Source: an optimization exercise on an open RTL-to-GDS flow (aim: a short achievable clock period and few clock cycles). Production flows keep margins and buffers that such runs may drop.
No run shown here included a check of the RTL's function; only the layout flow was run.
Power figures rest on the tool's default switching activity, not on a simulated workload.

**flow/design.v**
```verilog
module lr_add #(parameter W = 9) (
    input  wire [W-1:0] a,
    input  wire [W-1:0] b,
    input  wire         ci,
    output wire [W-1:0] s
);
    reg [W-1:0] g, p, gn, pn, c;
    integer i, d;
    always @(*) begin
        p = a ^ b;
        g = a & b;
        g[0] = g[0] | (p[0] & ci);
        for (d = 1; d < W; d = d * 2) begin
            gn = g;
            pn = p;
            for (i = d; i < W; i = i + 1) begin
                gn[i] = g[i] | (p[i] & g[i-d]);
                pn[i] = p[i] & p[i-d];
            end
            g = gn;
            p = pn;
        end
        c = {g[W-2:0], ci};
    end
    assign s = a ^ b ^ c;
endmodule
module line_rasterizer (
    input  wire       clk,
    input  wire       rst,      
    input  wire       start,
    input  wire [7:0] x0,
    input  wire [7:0] y0,
    input  wire [7:0] x1,
    input  wire [7:0] y1,
    output wire       ready,
    output reg        write,
    output reg  [7:0] x,
    output reg  [7:0] y,
    output reg        done
);
    reg        a_v;
    reg  [7:0] a_x0, a_y0, a_x1, a_y1;
    reg        rdy;
    assign ready = rdy;
    reg        b_v;
    reg  [7:0] b_x0, b_y0;
    reg  [7:0] b_adx, b_ady;
    reg        b_sxn, b_syn;       
    reg        c_v;
    reg  [7:0] c_x0, c_y0;
    reg        c_sxn, c_syn, c_xm;
    reg  [7:0] c_m;                
    reg        c_last;             
    reg  [8:0] c_k;                
    reg  [8:0] c_ka;               
    reg  [7:0] c_kb;               
    reg        sxn, syn, xm;
    reg  [7:0] r;                  
    reg  [8:0] k;
    reg  [8:0] ka;
    reg  [7:0] kb;
    wire d_free = !write || done;           
    wire c_free = !c_v || d_free;
    wire b_free = !b_v || c_free;
    wire take   = c_v && d_free;
    wire accept = start && rdy;
    wire run    = write && !done;           
    wire [8:0] ddx, ndx, ddy, ndy;
    lr_add #(9) u_ddx (.a({1'b0, a_x1}), .b(~{1'b0, a_x0}), .ci(1'b1), .s(ddx));
    lr_add #(9) u_ndx (.a({1'b0, a_x0}), .b(~{1'b0, a_x1}), .ci(1'b1), .s(ndx));
    lr_add #(9) u_ddy (.a({1'b0, a_y1}), .b(~{1'b0, a_y0}), .ci(1'b1), .s(ddy));
    lr_add #(9) u_ndy (.a({1'b0, a_y0}), .b(~{1'b0, a_y1}), .ci(1'b1), .s(ndy));
    wire [8:0] dmn, nmd, kx, ky;
    lr_add #(9) u_dmn (.a({1'b0, b_adx}), .b(~{1'b0, b_ady}), .ci(1'b1), .s(dmn));
    lr_add #(9) u_nmd (.a({1'b0, b_ady}), .b(~{1'b0, b_adx}), .ci(1'b1), .s(nmd));
    lr_add #(9) u_kx (.a({1'b0, b_ady}), .b(~{2'b0, b_adx[7:1]}), .ci(!b_adx[0]), .s(kx));
    lr_add #(9) u_ky (.a({1'b0, b_adx}), .b(~{2'b0, b_ady[7:1]}), .ci(!b_ady[0]), .s(ky));
    wire xmaj = !dmn[8];                    
    wire       st = !k[8];                  
    wire [8:0] k_a, k_b;
    lr_add #(9) u_ka (.a(k), .b(ka), .ci(1'b0), .s(k_a));
    lr_add #(9) u_kb (.a(k), .b({1'b0, kb}), .ci(1'b0), .s(k_b));
    wire mvx  = run && (xm || st);
    wire mvy  = run && (!xm || st);
    reg  [7:0] x_nx, y_nx, r_nx;
    integer i;
    always @(*) begin
        for (i = 0; i < 8; i = i + 1) begin
            x_nx[i] = x[i] ^ (mvx && (sxn ? ~|(x & ((8'd1 << i) - 8'd1)) : &(x | ~((8'd1 << i) - 8'd1))));
            y_nx[i] = y[i] ^ (mvy && (syn ? ~|(y & ((8'd1 << i) - 8'd1)) : &(y | ~((8'd1 << i) - 8'd1))));
            r_nx[i] = r[i] ^ ~|(r & ((8'd1 << i) - 8'd1));
        end
    end
    always @(posedge clk) begin
        if (rst) begin
            a_v   <= 1'b0;
            b_v   <= 1'b0;
            c_v   <= 1'b0;
            write <= 1'b0;
            done  <= 1'b0;
            rdy   <= 1'b1;
        end else begin
            a_v   <= accept || (a_v && !b_free);
            b_v   <= a_v || (b_v && !c_free);
            c_v   <= b_v || (c_v && !d_free);
            write <= take || run;
            done  <= take ? c_last : (run && r == 8'd1);
            rdy   <= !(rdy || (a_v && !b_free)) ||
                     !(a_v || (b_v && !c_free)) ||
                     !(b_v || (c_v && !d_free)) ||
                     !(take || run) ||
                     (take ? c_last : (run && r == 8'd1));
        end
        if (rdy) begin
            a_x0 <= x0;
            a_y0 <= y0;
            a_x1 <= x1;
            a_y1 <= y1;
        end
        if (b_free) begin
            b_x0  <= a_x0;
            b_y0  <= a_y0;
            b_adx <= ddx[8] ? ndx[7:0] : ddx[7:0];
            b_ady <= ddy[8] ? ndy[7:0] : ddy[7:0];
            b_sxn <= ddx[8];
            b_syn <= ddy[8];
        end
        if (c_free) begin
            c_x0   <= b_x0;
            c_y0   <= b_y0;
            c_sxn  <= b_sxn;
            c_syn  <= b_syn;
            c_xm   <= xmaj;
            c_m    <= xmaj ? b_adx : b_ady;
            c_last <= (b_adx == 8'd0) && (b_ady == 8'd0);
            c_k    <= xmaj ? kx : ky;
            c_ka   <= xmaj ? nmd : dmn;
            c_kb   <= xmaj ? b_ady : b_adx;
        end
        x <= take ? c_x0 : x_nx;
        y <= take ? c_y0 : y_nx;
        k <= take ? c_k  : (st ? k_a : k_b);
        r <= take ? c_m  : r_nx;
        if (take) begin
            sxn <= c_sxn;
            syn <= c_syn;
            xm  <= c_xm;
            ka  <= c_ka;
            kb  <= c_kb;
        end
    end
endmodule
```
**flow/run.sh**
```bash
#!/bin/bash
# synth_recipe.tcl (not shown) runs the flow's synth.tcl, then flattens the netlist and writes it again
# the make line also repeats each setting of config.mk as NAME=value (left out here)
make -C /OpenROAD-flow-scripts/flow DESIGN_CONFIG=/design/flow/config.mk WORK_HOME=/design/flow/orfs CLKGATE_MAP_FILE= SYNTH_SCRIPT=/design/flow/synth_recipe.tcl finish
```
**flow/config.mk**
```make
export PLATFORM = sky130hd
export DESIGN_NAME = line_rasterizer
export DESIGN_NICKNAME = line_rasterizer
export VERILOG_FILES = /design/flow/design.v
export SDC_FILE = /design/flow/constraint.sdc
export NUM_CORES = 4
export LEC_CHECK = 0
export ABC_CLOCK_PERIOD_IN_PS = 1200
export CAP_MARGIN = 20
export CORE_MARGIN = 2
export CORE_UTILIZATION = 40
export PLACE_DENSITY = 0.6
export SETUP_SLACK_MARGIN = 2.6
export SLEW_MARGIN = 20
```
**flow/constraint.sdc**
```tcl
create_clock -name core_clock -period 4.0 [get_ports {clk}]
set_input_delay 0.8000 -clock core_clock [delete_from_list [all_inputs] [get_ports {clk}]]
set_output_delay 0.8000 -clock core_clock [all_outputs]
set_load 0.01 [all_outputs]
```
==> results of run 1 <==
[report_power, final]
group / internal [mW] / switching [mW] / total, mW
combinational: 2.27 / 2.25 / 4.52
clock: 0.927 / 0.742 / 1.67
sequential: 2.64 / 0.298 / 2.94
[layout make-up]
| type | instances | area (um^2) | share of cell area |
|---|---|---|---|
| Clock buffer | 18 | 429 | 0.0308 |
| Sequential cell | 179 | 5050 | 0.363 |
| Multi-Input combinational cell | 588 | 5380 | 0.386 |
| Timing Repair Buffer | 207 | 2170 | 0.156 |
| Tap cell | 319 | 399 | 0.0286 |
| Clock inverter | 14 | 153 | 0.0110 |
| Inverter | 86 | 345 | 0.0248 |
| Timing Repair inverter | 1 | 7.51 | 0.000539 |
[cells in the final DEF, fill, tap and decap left out, types with 18 or more instances in the layout]
cell type / synthesis / final
edfxtp_1: 140 / 140
buf_4: 1 / 94
inv_1: 83 / 70
nand2_1: 70 / 59
ha_1: 78 / 56
buf_6: 2 / 53
nor2_1: 58 / 50
a21oi_1: 60 / 34
clkdlybuf4s50_1: 0 / 34
o21ai_1: 37 / 33
xnor2_1: 34 / 32
xor2_1: 25 / 25
clkbuf_16: 0 / 20
a21oi_2: 1 / 18
[logic make-up (layout without fill, tap and decap cells)]
group           count (synthesis)  after routing  share of synthesized area
buf+inv                       109            326                     0.0450
flops                         179            179                      0.518
xor+xnor                       59             59                     0.0537
fa+ha+maj                      91             91                      0.128
simple gates                  198            203                     0.0962
mux                            22             22                     0.0238
compound gates                211            213                      0.135
[worst paths after layout]
kind,startpoint,endpoint,slack (ps),cells after the start
max reg2reg,b_adx[0]$_DFFE_PP_,c_ka[5]$_DFFE_PP_,1400,11
min,c_ka[6]$_DFFE_PP_,ka[6]$_DFFE_PP_,420,0
min reg2reg,c_ka[6]$_DFFE_PP_,ka[6]$_DFFE_PP_,420,0
max,b_adx[0]$_DFFE_PP_,c_ka[5]$_DFFE_PP_,1400,11
[worst reg2reg max path, stage by stage (launching register included)]
cell	delay, ps
edfxtp_1	430
buf_6	140
inv_6	40
ha_4	150
fa_2	370
o21ai_4	200
a41oi_4	180
buf_6	180
buf_12	120
or2_1	200
a31oi_1	220
xnor2_1	110
[sequential cells by signal, summed over array words and instances (netlist names), 8 cells and up]
| signal | count |
|---|---|
| a_x0 | 8 |
| a_x1 | 8 |
| a_y0 | 8 |
| a_y1 | 8 |
| b_adx | 8 |
| b_ady | 8 |
| b_x0 | 8 |
| b_y0 | 8 |
| c_k | 9 |
| c_ka | 9 |
| c_kb | 8 |
| c_m | 8 |
| c_x0 | 8 |
| c_y0 | 8 |
| k | 9 |
| ka | 9 |
| kb | 8 |
| r | 8 |
| x | 8 |
| y | 8 |
[per-layer routing]
layer	up-vias	part of all wire	wire length (um)
met4	0	0.023	567
met3	38	0.032	804
li1	3542	-	-
met5	-	0	0
met2	174	0.51	12700
met1	3503	0.44	11000
[timing repair]
action	CTS	global route
cloned	10	5
endpoints found under the setup margin	206	192
resized for setup	251	132
pin swaps	41	78
hold endpoints to repair	0	0
setup buffers	90	53
[through the flow]
| stage | util | cell area [um^2] |
|---|---|---|
| 2_1_floorplan | - | 9980 |
| 3_3_place_gp | 0.457 | 10800 |
| 3_5_place_dp | 0.457 | 10800 |
| 4_1_cts | 0.547 | 12900 |
| 5_1_grt | 0.592 | 13900 |
| 6_report | 0.592 | 13900 |
==> results.py, run 1 <==
metrics = {
    "outcome": {
        "status": "finished clean",
    },
    "logic_synthesis": {
        "yosysWarnings": 2,
        "synth_top_cell_area_share": 0.437,
        "synthTopCellsByCount": "edfxtp_1 (140), inv_1 (83), ha_1 (78), nand2_1 (70), a21oi_1 (60)",
        "yosysTopAreaCell": "edfxtp_1",
        "synth_edf_count": 140,
        "synth_nets": 994,
        "async_reset_ff_frac": 0,
        "ys_types": 70,
        "seq_area_frac_synth": 0.518,
        "netlist_instances": 869,
        "yosys_register_bits": 179,
        "synthTopCellsByArea": "edfxtp_1 (44%), ha_1 (10%), dfxtp_1 (8.1%)",
        "netlist_area_mm2": 0.00962,
        "ys.flop_type": "edfxtp_1",
        "yosysMostFrequentCell": "edfxtp_1",
        "synth_area_per_cell_um2": 11.1,
    },
    "setup_path": {
        "cp-start-kind": "register",
        "cp_cell_sequence": "buf_6, inv_6, ha_4, fa_2, o21ai_4, a41oi_4, buf_6, buf_12, or2_1, a31oi_1, xnor2_1",
        "slowest_delay_ps": 430,
        "critPathTopFamily": "compound AO/OA/AOI/OAI gates",
        "cp_common_cell": "buf_6",
        "cp.buffers_inverters": 4,
        "worstPathArrival_ps": 2780,
        "path_class": "register to register",
        "end_kind": "register",
        "critPathRequiredTime_ps": 4170,
        "crit_slowest_cell": "edfxtp_1",
        "cp_max_fo": 5,
    },
    "cells_and_area": {
        "stdcell_count": 1412,
        "n_fill_cell": 1900,
        "drive_gt1_frac": 0.378,
        "diodes": 0,
        "nets": 1205,
        "syn2layout_area_growth_pct": 44.9,
    },
    "global_routing": {
        "antenna_found_initial": 0,
        "grt.overflow.total": 0,
        "use_met2": 0.327,
        "track_usage": 0.187,
        "busiest_layer": "met2",
        "use_met1": 0.239,
        "grt_use_met3": 0.0310,
        "grt_max_degree": 38,
        "grt_first_pass_wirelength_um": 37100,
        "grt_pass1_vias": 6921,
    },
    "place": {
        "port_buffers": 53,
        "dp_cells": 1222,
        "dpl.hpwl_um": 14400,
        "gp_congestion": 0.856,
        "dp_slack_ps": 1080,
    },
    "route": {
        "wirelength_um": 25000,
        "vias": 7257,
        "drt-vias-per-instance": 5.14,
        "detail_route.wl_per_cell_um": 17.7,
        "drc": 0,
        "ant_nets": 0,
        "drt_iter0_markers": 484,
        "first_pass_iters": 7,
    },
    "timing": {
        "hold_viol": 0,
        "max_freq_mhz": 384,
        "fin_crit_sh": 0.650,
        "whs_ps": 419,
        "period_needed_ps": 2600,
        "clock_skew_ps": 11.2,
        "worst_pin_slew_ps": 653,
        "fin_ws_ps": 1400,
        "rsz0062_at_grt": "yes",
        "setup_violations": 0,
        "setup_tns_ps": 0,
        "finalMaxSlewViolations": 0,
        "max_slew_margin": 0.565,
    },
    "cts": {
        "numCtsBuffers": 17,
        "clkSinkCount": 179,
        "cts_max_path_buffers": 2,
        "cts_hold_buf": 0,
        "clkLatencyLatePin_ps": 440,
        "htree_levels": 4,
        "cts_root_buf": "clkbuf_16",
        "clk_pin_slew_ps": 70,
        "cts_tree": "done",
    },
    "floorplanning": {
        "dieArea_mm2": 0.0253,
        "design.core.area_mm2": 0.0235,
        "core.rowCount": 56,
        "die_y_um": 159,
        "num_io_pins": 54,
        "initial_utilization": 0.408,
        "die_width_um": 159,
    },
    "run": {
        "maxCapViolations": 0,
    },
    "power_and_ir_drop": {
        "powerDensity_mw_per_mm2": 655,
        "power_leakage_nw": 5.64,
        "irDropWorstVdd_mv": 0.382,
        "power.total_mw": 9.12,
    },
    "hold_path": {
        "hp-class": "register to register",
    },
}
==> run 2, diff against run 1 <==
--- a/flow/config.mk
+++ b/flow/config.mk
@@ -10,4 +10,6 @@
 export CORE_MARGIN = 2
 export CORE_UTILIZATION = 40
+export CTS_CLUSTER_DIAMETER = 150
+export CTS_CLUSTER_SIZE = 60
 export PLACE_DENSITY = 0.6
 export SETUP_SLACK_MARGIN = 2.6
==> run 2 against run 1 <==
Core utilization did not move. Clock power barely moved. Non-clock buffer count did not move. Worst setup slack did not move. Sequential share of layout area did not move. Critical path depth did not move. Combinational power barely moved. Wire length did not move.
==> results.py, run 2 <==
metrics = {
    "hold_path": {
        "hp-class": "register to register",
        "hp-start": "c_ka[6]$_DFFE_PP_",
    },
    "floorplanning": {
        "core.rowCount": 56,
        "die_y_um": 159,
        "die_width_um": 159,
        "initial_utilization": 0.408,
        "design.core.area_mm2": 0.0235,
        "dieArea_mm2": 0.0253,
        "num_io_pins": 54,
    },
    "route": {
        "drt-vias-per-instance": 5.14,
        "ant_nets": 0,
        "vias": 7257,
        "drc": 0,
        "wirelength_um": 25000,
        "detail_route.wl_per_cell_um": 17.7,
        "first_pass_iters": 7,
        "drt_iter0_markers": 484,
    },
    "place": {
        "dp_cells": 1222,
        "port_buffers": 53,
        "gp_congestion": 0.856,
        "dpl.hpwl_um": 14400,
    },
    "logic_synthesis": {
        "synth_area_per_cell_um2": 11.1,
        "async_reset_ff_frac": 0,
        "synth_edf_count": 140,
        "ys_types": 70,
        "yosys_register_bits": 179,
        "netlist_instances": 869,
        "synth_top_cell_area_share": 0.437,
        "synthTopCellsByCount": "edfxtp_1 (140), inv_1 (83), ha_1 (78), nand2_1 (70), a21oi_1 (60)",
        "synthTopCellsByArea": "edfxtp_1 (44%), ha_1 (10%), dfxtp_1 (8.1%)",
        "ys.flop_type": "edfxtp_1",
        "netlist_area_mm2": 0.00962,
        "yosysMostFrequentCell": "edfxtp_1",
        "yosysWarnings": 2,
        "yosysTopAreaCell": "edfxtp_1",
        "seq_area_frac_synth": 0.518,
        "synth_nets": 994,
    },
    "cells_and_area": {
        "diodes": 0,
        "n_fill_cell": 1900,
        "mostFrequentLayoutCell": "edfxtp_1",
        "regArea_mm2": 0.00505,
        "multi_input_area_mm2": 0.00538,
        "stdcell_count": 1412,
        "finalCoreUtilization": 0.592,
        "syn2layout_area_growth_pct": 44.9,
        "drive_gt1_frac": 0.378,
        "layout_common_cells": "edfxtp_1 (140), buf_4 (94), inv_1 (70)",
        "nets": 1205,
    },
    "timing": {
        "fin_crit_sh": 0.650,
        "worst_pin_slew_ps": 653,
        "clock_skew_ps": 11.2,
        "setup_violations": 0,
        "period_needed_ps": 2600,
        "setup_tns_ps": 0,
        "hold_viol": 0,
        "whs_ps": 419,
        "finalMaxSlewViolations": 0,
        "rsz0062_at_grt": "yes",
        "max_freq_mhz": 384,
        "max_slew_margin": 0.565,
    },
    "cts": {
        "clkSinkCount": 179,
        "cts_root_buf": "clkbuf_16",
        "clkLatencyLatePin_ps": 440,
        "cts_max_path_buffers": 2,
        "cts_tree": "done",
        "numCtsBuffers": 17,
        "htree_levels": 4,
        "clk_pin_slew_ps": 70,
        "cts_hold_buf": 0,
    },
    "power_and_ir_drop": {
        "irDropWorstVdd_mv": 0.382,
        "power_leakage_nw": 5.64,
        "power.total_mw": 9.12,
        "powerDensity_mw_per_mm2": 655,
    },
    "run": {
        "maxCapViolations": 0,
    },
    "global_routing": {
        "grt_pass1_vias": 6921,
        "track_usage": 0.187,
        "grt_max_degree": 38,
        "grt_first_pass_wirelength_um": 37100,
        "antenna_found_initial": 0,
        "grt.overflow.total": 0,
    },
    "setup_path": {
        "crit_start": "b_adx[0]$_DFFE_PP_",
        "critPathRequiredTime_ps": 4170,
        "cp-start-kind": "register",
        "r2r-start": "b_adx[0]$_DFFE_PP_",
        "end_kind": "register",
        "worstPathArrival_ps": 2780,
        "cp_max_fo": 5,
        "path_class": "register to register",
    },
    "outcome": {
        "status": "finished clean",
    },
}
==> run 2: final cells by class <==
| type | count | share of cell area |
|---|---|---|
| tap | 319 | 0.0286 |
| clock inverter | 14 | 0.0110 |
| multi-input combinational | 588 | 0.386 |
| sequential | 179 | 0.363 |
| inverter | 86 | 0.0248 |
| timing repair inverter | 1 | 0.000539 |
| timing repair buffer | 207 | 0.156 |
| clock buffer | 18 | 0.0308 |
==> run 2: critical path: stages, from the launching register on <==
cell	delay (ps)
edfxtp_1	430
buf_6	140
inv_6	40
ha_4	150
fa_2	370
o21ai_4	200
a41oi_4	180
buf_6	180
buf_12	120
or2_1	200
a31oi_1	220
xnor2_1	110
==> run 2: path summary, 6_finish.rpt <==
path	end	slack, ps	depth (start not counted)
worst min register to register	ka[6]$_DFFE_PP_	420	0
worst max-delay path	c_ka[5]$_DFFE_PP_	1400	11
worst min-delay path	ka[6]$_DFFE_PP_	420	0
worst max register to register	c_ka[5]$_DFFE_PP_	1400	11
==> run 2: timing repair <==
| action | 4_1_cts | 5_1_grt |
|---|---|---|
| pin swaps | 41 | 78 |
| cloned | 10 | 5 |
| setup endpoints to repair | 206 | 192 |
| gates resized for setup | 251 | 132 |
| setup buffers | 90 | 53 |
==> run 2: metrics by stage <==
step / setup slack, ps / area (um^2)
after CTS: 1490 / 12900
after global placement: 1100 / 10800
after floorplan: 1610 / 9980
after global routing: 1310 / 13900
final: 1400 / 13900
after detailed placement: 1080 / 10800
==> run 2: metal layers <==
layer | GRT usage | wire length, um
met5 | 0 | 0
met3 | 0.0310 | 804
met4 | 0.0517 | 567
met1 | 0.239 | 11000
met2 | 0.327 | 12700
==> run 2: cell families after synthesis <==
family,after synthesis,synth area share
flip-flops,179,0.518
XOR/XNOR,59,0.0537
multiplexers,22,0.0238
AO/OA/AOI/OAI,211,0.135
adder cells (fa/ha/maj),91,0.128
AND/OR/NAND/NOR,198,0.0962
buffers and inverters,109,0.0450
==> run 2: report_power, final <==
part / internal (mW) / switching [mW]
clock network: 0.927 / 0.742
registers: 2.64 / 0.298
logic: 2.27 / 2.25

[afterwards: timing with drivers on the ports]
Ports are ideal in the flow. The routed layouts listed here were re-timed in OpenROAD. Step 1 (the two cells are an assumption about what drives the block):
set clk [get_ports {clk}]
set_driving_cell -lib_cell sky130_fd_sc_hd__clkbuf_16 $clk
set_driving_cell -lib_cell sky130_fd_sc_hd__buf_2 [delete_from_list [all_inputs] $clk]
Step 2 adds t to the input delays and takes it off the output delays; t is the mean of the earliest and latest rising clock arrival at the registers after step 1. Input paths then give back, and output paths get back, about the clock's delay inside the block. a / b / c = ideal / step 1 / step 2; a / b = the first two.
run	shift t [ns]	slack for setup (ns)	hold WS [ns]	worst setup path after step 2	cell pins on the clock port's net
run 1	0.477	1.398 / 1.398 / 1.398	0.419 / 0.419 / 0.419	register to register	1
run 2	0.477	1.398 / 1.398 / 1.398	0.419 / 0.419 / 0.419	register to register	1
After both steps setup and hold are still met in every run listed.
